From an optimization exercise on the open Yosys and OpenROAD flow, aimed at small area, a short achievable clock period and few clock cycles per item; shortcuts taken in it are not production practice.
Only simulation tests tie the RTL to the original design; equivalence was not proved.
Power figures rest on the tool's default switching activity, not on a simulated workload.

$ cat design.v
module nt_mulmod (
    input  wire        clk,
    input  wire        rst,
    input  wire        start,
    input  wire [63:0] x,
    input  wire [63:0] y,
    input  wire [63:0] m,
    output reg         done,
    output wire [63:0] p
);
    reg [63:0] acc;
    reg [63:0] xr;
    reg [63:0] yr;
    reg [63:0] mr;
    reg [6:0]  cnt;
    reg        run;
    wire [64:0] dbl   = {acc, 1'b0};
    wire [64:0] dbl_r = (dbl >= {1'b0, mr}) ? dbl - {1'b0, mr} : dbl;
    wire [64:0] sum   = dbl_r + (yr[63] ? {1'b0, xr} : 65'd0);
    wire [64:0] sum_r = (sum >= {1'b0, mr}) ? sum - {1'b0, mr} : sum;
    assign p = acc;
    always @(posedge clk) begin
        if (rst) begin
            run  <= 1'b0;
            done <= 1'b0;
        end else begin
            done <= 1'b0;
            if (start) begin
                acc <= 64'd0;
                xr  <= x;
                yr  <= y;
                mr  <= m;
                cnt <= 7'd0;
                run <= 1'b1;
            end else if (run) begin
                acc <= sum_r[63:0];
                yr  <= {yr[62:0], 1'b0};
                cnt <= cnt + 7'd1;
                if (cnt == 7'd63) begin
                    run  <= 1'b0;
                    done <= 1'b1;
                end
            end
        end
    end
endmodule
module nt_divstep (
    input  wire        clk,
    input  wire        rst,
    input  wire        start,
    input  wire [63:0] n,
    input  wire [63:0] d,
    input  wire [65:0] t,
    output reg         done,
    output wire [63:0] rem,
    output wire [65:0] qt
);
    reg [63:0] nr;
    reg [63:0] dr;
    reg [63:0] rr;
    reg [65:0] tr;
    reg [65:0] pq;
    reg [6:0]  cnt;
    reg        run;
    wire [64:0] trial = {rr, nr[63]};
    wire        ge    = (trial >= {1'b0, dr});
    wire [64:0] rr_n  = ge ? trial - {1'b0, dr} : trial;
    wire [65:0] pq_n  = {pq[64:0], 1'b0} + (ge ? tr : 66'd0);
    assign rem = rr;
    assign qt  = pq;
    always @(posedge clk) begin
        if (rst) begin
            run  <= 1'b0;
            done <= 1'b0;
        end else begin
            done <= 1'b0;
            if (start) begin
                nr  <= n;
                dr  <= d;
                tr  <= t;
                rr  <= 64'd0;
                pq  <= 66'd0;
                cnt <= 7'd0;
                run <= 1'b1;
            end else if (run) begin
                rr  <= rr_n[63:0];
                pq  <= pq_n;
                nr  <= {nr[62:0], 1'b0};
                cnt <= cnt + 7'd1;
                if (cnt == 7'd63) begin
                    run  <= 1'b0;
                    done <= 1'b1;
                end
            end
        end
    end
endmodule
module rau_nt64 (
    input  wire        clk,
    input  wire        rst,
    input  wire        start,
    input  wire [1:0]  op,
    input  wire [63:0] opa,
    input  wire [63:0] opb,
    input  wire [63:0] opc,
    output wire        ready,
    output reg         done,
    output reg  [63:0] result,
    output reg         flag,
    output reg         err
);
    localparam OP_GCD    = 2'd0;
    localparam OP_MODEXP = 2'd1;
    localparam OP_MRBASE = 2'd2;
    localparam OP_MODINV = 2'd3;
    localparam S_IDLE    = 4'd0;
    localparam S_EUC     = 4'd1;    
    localparam S_EUC_W   = 4'd2;    
    localparam S_RED     = 4'd3;    
    localparam S_RED_W   = 4'd4;
    localparam S_EXP     = 4'd5;    
    localparam S_MUL_W   = 4'd6;    
    localparam S_SQ      = 4'd7;    
    localparam S_SQ_W    = 4'd8;
    localparam S_DECOMP  = 4'd9;    
    localparam S_MRCHK   = 4'd10;   
    localparam S_MRSQ    = 4'd11;   
    localparam S_MRSQ_W  = 4'd12;
    reg [3:0]  state;
    reg [1:0]  op_r;
    reg [63:0] r0, r1;         
    reg [65:0] t0, t1;         
    reg [63:0] phi;            
    reg [63:0] m_r;            
    reg [63:0] e_r;            
    reg [63:0] base_r;         
    reg [63:0] res_r;          
    reg [6:0]  rc;             
    assign ready = (state == S_IDLE);
    wire        div_start;
    wire [63:0] div_n   = (state == S_RED) ? base_r : r0;
    wire [63:0] div_d   = (state == S_RED) ? m_r    : r1;
    wire [65:0] div_t   = (state == S_RED) ? 66'd0  : t1;
    wire        div_done;
    wire [63:0] div_rem;
    wire [65:0] div_qt;
    assign div_start = ((state == S_EUC) && (r1 != 64'd0)) || (state == S_RED);
    nt_divstep u_div (
        .clk(clk), .rst(rst), .start(div_start),
        .n(div_n), .d(div_d), .t(div_t),
        .done(div_done), .rem(div_rem), .qt(div_qt)
    );
    wire        mul_start;
    wire        exp_mul = (state == S_EXP) && (e_r != 64'd0) && e_r[0];
    wire [63:0] mul_x   = (state == S_SQ) ? base_r : res_r;
    wire [63:0] mul_y   = (state == S_SQ) ? base_r : (state == S_MRSQ) ? res_r : base_r;
    wire        mul_done;
    wire [63:0] mul_p;
    assign mul_start = exp_mul || (state == S_SQ) ||
                       ((state == S_MRSQ) && (rc != 7'd0));
    nt_mulmod u_mul (
        .clk(clk), .rst(rst), .start(mul_start),
        .x(mul_x), .y(mul_y), .m(m_r),
        .done(mul_done), .p(mul_p)
    );
    wire [65:0] inv_pos = t0[65] ? (t0 + {2'b00, phi}) : t0;
    wire [65:0] inv_fin = (inv_pos >= {2'b00, phi}) ? (inv_pos - {2'b00, phi}) : inv_pos;
    wire [63:0] m_minus1 = m_r - 64'd1;
    always @(posedge clk) begin
        if (rst) begin
            state <= S_IDLE;
            done  <= 1'b0;
        end else begin
            done <= 1'b0;
            case (state)
                S_IDLE: begin
                    if (start) begin
                        op_r <= op;
                        flag <= 1'b0;
                        err  <= 1'b0;
                        case (op)
                            OP_GCD: begin
                                r0    <= opa;
                                r1    <= opb;
                                state <= S_EUC;
                            end
                            OP_MODINV: begin
                                r0  <= opb;
                                r1  <= opa;
                                t0  <= 66'd0;
                                t1  <= 66'd1;
                                phi <= opb;
                                if (opb == 64'd0) begin
                                    err   <= 1'b1;
                                    done  <= 1'b1;
                                end else begin
                                    state <= S_EUC;
                                end
                            end
                            OP_MODEXP: begin
                                m_r    <= opc;
                                base_r <= opa;
                                e_r    <= opb;
                                res_r  <= (opc == 64'd1) ? 64'd0 : 64'd1;
                                if (opc == 64'd0) begin
                                    err  <= 1'b1;
                                    done <= 1'b1;
                                end else begin
                                    state <= S_RED;
                                end
                            end
                            default: begin  
                                m_r    <= opa;
                                base_r <= opb;
                                e_r    <= opa - 64'd1;
                                res_r  <= 64'd1;
                                rc     <= 7'd0;
                                if ((opa < 64'd3) || !opa[0]) begin
                                    flag <= 1'b0;
                                    done <= 1'b1;
                                end else begin
                                    state <= S_DECOMP;
                                end
                            end
                        endcase
                    end
                end
                S_EUC: begin
                    if (r1 == 64'd0) begin
                        done  <= 1'b1;
                        state <= S_IDLE;
                        if (op_r == OP_GCD) begin
                            result <= r0;
                        end else begin
                            result <= inv_fin[63:0];
                            err    <= (r0 != 64'd1);
                        end
                    end else begin
                        state <= S_EUC_W;
                    end
                end
                S_EUC_W: begin
                    if (div_done) begin
                        r0    <= r1;
                        r1    <= div_rem;
                        t0    <= t1;
                        t1    <= t0 - div_qt;
                        state <= S_EUC;
                    end
                end
                S_RED: state <= S_RED_W;
                S_RED_W: begin
                    if (div_done) begin
                        base_r <= div_rem;
                        state  <= S_EXP;
                    end
                end
                S_EXP: begin
                    if (e_r == 64'd0) begin
                        if (op_r == OP_MRBASE) begin
                            state <= S_MRCHK;
                        end else begin
                            result <= res_r;
                            done   <= 1'b1;
                            state  <= S_IDLE;
                        end
                    end else if (e_r[0]) begin
                        state <= S_MUL_W;
                    end else begin
                        state <= S_SQ;
                    end
                end
                S_MUL_W: begin
                    if (mul_done) begin
                        res_r <= mul_p;
                        state <= S_SQ;
                    end
                end
                S_SQ: state <= S_SQ_W;
                S_SQ_W: begin
                    if (mul_done) begin
                        base_r <= mul_p;
                        e_r    <= {1'b0, e_r[63:1]};
                        state  <= S_EXP;
                    end
                end
                S_DECOMP: begin
                    if (!e_r[0]) begin
                        e_r <= {1'b0, e_r[63:1]};
                        rc  <= rc + 7'd1;
                    end else begin
                        state <= S_RED;
                    end
                end
                S_MRCHK: begin
                    if ((res_r == 64'd1) || (res_r == m_minus1)) begin
                        flag  <= 1'b1;
                        done  <= 1'b1;
                        state <= S_IDLE;
                    end else begin
                        rc    <= rc - 7'd1;
                        state <= S_MRSQ;
                    end
                end
                S_MRSQ: begin
                    if (rc == 7'd0) begin
                        flag  <= 1'b0;
                        done  <= 1'b1;
                        state <= S_IDLE;
                    end else begin
                        state <= S_MRSQ_W;
                    end
                end
                S_MRSQ_W: begin
                    if (mul_done) begin
                        res_r <= mul_p;
                        rc    <= rc - 7'd1;
                        if (mul_p == m_minus1) begin
                            flag  <= 1'b1;
                            done  <= 1'b1;
                            state <= S_IDLE;
                        end else if (mul_p == 64'd1) begin
                            flag  <= 1'b0;
                            done  <= 1'b1;
                            state <= S_IDLE;
                        end else begin
                            state <= S_MRSQ;
                        end
                    end
                end
                default: state <= S_IDLE;
            endcase
        end
    end
endmodule
$ cat run.sh
#!/bin/bash
# synth_recipe.tcl (not shown) runs the flow's synth.tcl, then flattens the netlist and writes it again
# the make line also repeats each setting of config.mk as NAME=value (left out here)
make -C /OpenROAD-flow-scripts/flow DESIGN_CONFIG=/design/flow/config.mk WORK_HOME=/design/flow/orfs CLKGATE_MAP_FILE= SYNTH_SCRIPT=/design/flow/synth_recipe.tcl finish
$ cat config.mk
export PLATFORM = sky130hd
export DESIGN_NAME = rau_nt64
export DESIGN_NICKNAME = rau_nt64
export VERILOG_FILES = /design/flow/design.v
export SDC_FILE = /design/flow/constraint.sdc
export NUM_CORES = 4
export LEC_CHECK = 0
export CAP_MARGIN = 20
export CORE_MARGIN = 2
export CORE_UTILIZATION = 40
export SLEW_MARGIN = 20
$ cat constraint.sdc
create_clock -name core_clock -period 11.0 [get_ports {clk}]
set_input_delay 2.2000 -clock core_clock [delete_from_list [all_inputs] [get_ports {clk}]]
set_output_delay 2.2000 -clock core_clock [all_outputs]
set_load 0.01 [all_outputs]
==> impl_metrics.csv <==
group,metric,value,unit
drt,drt.antenna.violating_nets,0,
worst_setup_path,critPathKind,"reg -> reg",
place,placed_area,0.0995,sq mm
synthesis,synth_nets,10529,
synthesis,netlist_area,0.0925,sq mm
clock_network,clockBufferDepth,3,
synthesis,ys_seq_elements,1258,
timing,setup_ws,478,ps
synthesis,synth_top_area_cell,"edfxtp_1",
power,power_density,266,mW/mm^2
clock_network,cts_tree,"done",
grt,grt_pass1_vias,75284,
drt,vias_per_cell,6.14,
timing,hold_violations,0,
timing,period_minus_slack,10520,ps
drt,vias,80862,
final_layout,fin_util,0.456,
worst_setup_path,crit_top_cell,"buf_4",
synthesis,ys_types,86,
synthesis,syn_avg_cell_area,9.44,sq um
place,portBuffers,264,
worst_setup_path,critPathSlowestCell,"nor4_4",
grt,grt_first_pass_wirelength,526000,um
clock_network,cts_sinks,1258,
die,io_pins,265,
clock_network,cts_buffers,153,
synthesis,synth_top_area_frac,0.406,
min_path,hold_end,"u_mul.yr[4]",
final_layout,nNetsFinal,10713,
min_path,hp-class,"reg -> reg",
synthesis,async_flop_share,0,
final_layout,stdcell_count,13160,
die,core-area,0.230,sq mm
power,vdd_drop_max,0.000185,V
synthesis,synth_edf_count,1249,
min_path,worstHoldPathCells,2,
clock_network,cts-hold-fix-buffers,0,
power,p_leak,40.2,nW
synthesis,synthFlopType,"edfxtp_1",
power,p_total,27.9,mW
worst_setup_path,reg2reg_from,"u_mul.acc[3]",
die,dieArea,0.235,sq mm
final_layout,areaGrowthSynthToFinish,13.4,%
timing,clock.fmax,95.0,MHz
flow_run,cap_violations,0,
final_layout,drive_gt1_frac,0.0896,
timing,worst_slew_pin_slew,1260,ps
synthesis,syn_inst,9795,
min_path,min-delay-start,"u_mul.yr[3]",
worst_setup_path,ff2ff_setup_slack,480,ps
worst_setup_path,r2r-end,"u_mul.acc[50]",
grt,grt_max_degree,257,
place,pre_cts_ws,162,ps
drt,drt_first_pass_iters,8,
clock_network,h-tree-depth,4,
drt,routedWlPerCell,28.3,um
synthesis,ys_seq_area_frac,0.408,
drt,drt_iter0_markers,10065,
place,dp.final_hpwl,289000,um
grt,antenna_found_initial,63,
die,initial_core_util,0.402,
timing,setup_viol,0,
clock_network,root_buffer,"clkbuf_16",
timing,fin_crit_sh,0.957,
place,gp_congestion,1.01,
timing,skew,37.7,ps
timing,slew_headroom,0.154,
clock_network,insertion_delay,830,ps
synthesis,synth_area_leaders,"edfxtp_1 (41%), ha_1 (7.1%), a21oi_1 (4.8%)",
die,die_x,485,um
synthesis,ys_warn_count,3,
worst_setup_path,worstPathArrival,11070,ps
timing,drv_slew,0,
worst_setup_path,worstSetupEndpointType,"flop",
drt,drc_errors,0,
worst_setup_path,crit_required,11550,ps
final_layout,final_area,0.105,sq mm
worst_setup_path,start_kind,"flop",
die,die_y,485,um
run_status,status,"no timing/DRC/antenna violations",
grt,grtUsageTotal,0.304,
clock_network,path_clk_slew,60,ps
die,fp-row-count,176,
place,placed_cells,12838,
worst_setup_path,cp_max_fo,8,
drt,drt_wl_total,372000,um
grt,grt.overflow.total,0,
worst_setup_path,worstRegToRegCells,40,
worst_setup_path,critPathMaxStageDelay,720,ps
==> layer usage <==
layer  share of wire  up-vias  track usage
li1                -    36647            -
met1            0.41    39395        0.408
met2            0.43     4102        0.450
met3            0.10      698       0.0793
met4           0.055       20        0.154
met5          0.0010        -            0
==> cells in the mapped netlist, drive strengths merged, types with 24 or more instances <==
cell,instances
a211oi,136
a21o,316
a21oi,896
a31oi,59
and2,233
and3,126
buf,59
clkbuf,479
edfxtp,1249
ha,528
inv,401
mux2,254
mux2i,423
nand2,749
nand2b,70
nand3,220
nand4,163
nor2,653
nor2b,216
nor3,200
nor4,173
o211ai,28
o21a,70
o21ai,806
o21bai,84
o31ai,34
or2,24
or3,105
xnor2,394
xor2,282
==> critical path, delay by kind of cell, from the launching register on <==
family	cells	cell delay, ps
and+or+nand+nor	6	1660
AOI/OAI and AO/OA	20	4810
muxes	1	430
buffers and inverters	9	1660
adders and majority gates	3	1050
DFF	1	500
xor gates and xnor gates	1	120
==> cells by family (layout without fill, tap and decap cells) <==
kind of cell | Yosys count | in the layout | synth area share
compound gates | 2680 | 2680 | 0.174
simple gates | 3016 | 3016 | 0.163
mux | 677 | 677 | 0.0767
buf+inv | 940 | 1242 | 0.0385
other cells | 0 | 37 | 0
fa+ha+maj | 537 | 537 | 0.0734
xor+xnor | 687 | 687 | 0.0667
flops | 1258 | 1258 | 0.408
==> through the flow <==
| step | hold WS (ps) | TNS [ps] |
|---|---|---|
| 4_1_cts | 515 | 0 |
| 3_5_place_dp | 505 | 0 |
| 6_report | 515 | 0 |
| 2_1_floorplan | 424 | 0 |
| 5_1_grt | 540 | -10.9 |
| 3_3_place_gp | 499 | -15150 |
==> what timing repair did <==
item,CTS,global route
buffers inserted,0,11
setup endpoints to repair,0,64
resized for setup,0,27
==> placed cells by master, fill, tap and decap left out, drive strengths merged, types with 84 or more instances in the layout <==
cell	instances
a21o	316
nor2b	216
edfxtp	1249
ha	528
nor3	200
mux2	254
inv	405
o21ai	806
xor2	282
and3	126
a21oi	896
clkbuf	190
and2	233
nand2	749
buf	302
a211oi	136
nor4	173
clkdlybuf4s50	264
xnor2	394
o21bai	84
or3	105
mux2i	423
nor2	653
nand4	163
nand3	220
==> state kept, by name (all words and copies together) (netlist names), 66 cells and up <==
| signal | flops |
|---|---|
| t0 | 66 |
| t1 | 66 |
| u_div.pq | 66 |
| u_div.tr | 66 |
==> power by group <==
group | internal (mW) | switching, mW | leakage, nW | total, mW
registers | 7.34 | 1.20 | 11.6 | 8.54
logic | 5.26 | 8.84 | 26.3 | 14.1
clock network | 3.02 | 2.20 | 2.42 | 5.22
==> final cells by class <==
type	instances	area, sq um
multi-input cells	7597	51700
inverters	402	1510
clock buffers	189	4110
clock inverters	84	873
fillers	22104	125000
diodes	37	92.6
well taps	3026	3790
flip-flops and latches	1258	37700
repair buffers	567	5070
==> worst max path at each step <==
stage	start	endpoint	slack, ps
4_1_cts	u_mul.acc[8]	u_mul.acc[62]	90
5_1_grt	u_mul.acc[9]	u_mul.acc[50]	-10
3_3_place_gp	u_mul.acc[8]	u_mul.acc[4]	-340
3_5_place_dp	u_mul.acc[8]	u_mul.acc[62]	160
2_1_floorplan	rst	t0[0]	1100
6_report	u_mul.acc[3]	u_mul.acc[50]	480
Testbench counts, summed over its fixed seeds: cycles 1,214,551, commands 256.

## static timing again, ports no longer ideal
No port has a modelled driver above. Below, the same layout with a new extraction and two added sets of constraints.
Step 1 assumes that a clkbuf_16 drives the clock port and a buf_2 every other input.
Step 2 moves the port delays by t, midway between the first and last clock arrival at a register: inputs arrive t later, outputs are due t later. That takes back most of the time a late clock gives input paths.
a / b / c = ideal ports / drivers / drivers and shift; a / b = the first two.
shift t [ns]: 0.895
setup WS [ns]: 0.478 / 0.478 / 0.478
clock arrival spread, ns: 0.041 / 0.041
worst slew at a driven data input, ns: 0.25
After both steps setup and hold are still met in this run. For this run, drivers alone change the setup slack by 0.000 ns; drivers and shift together by 0.000 ns.
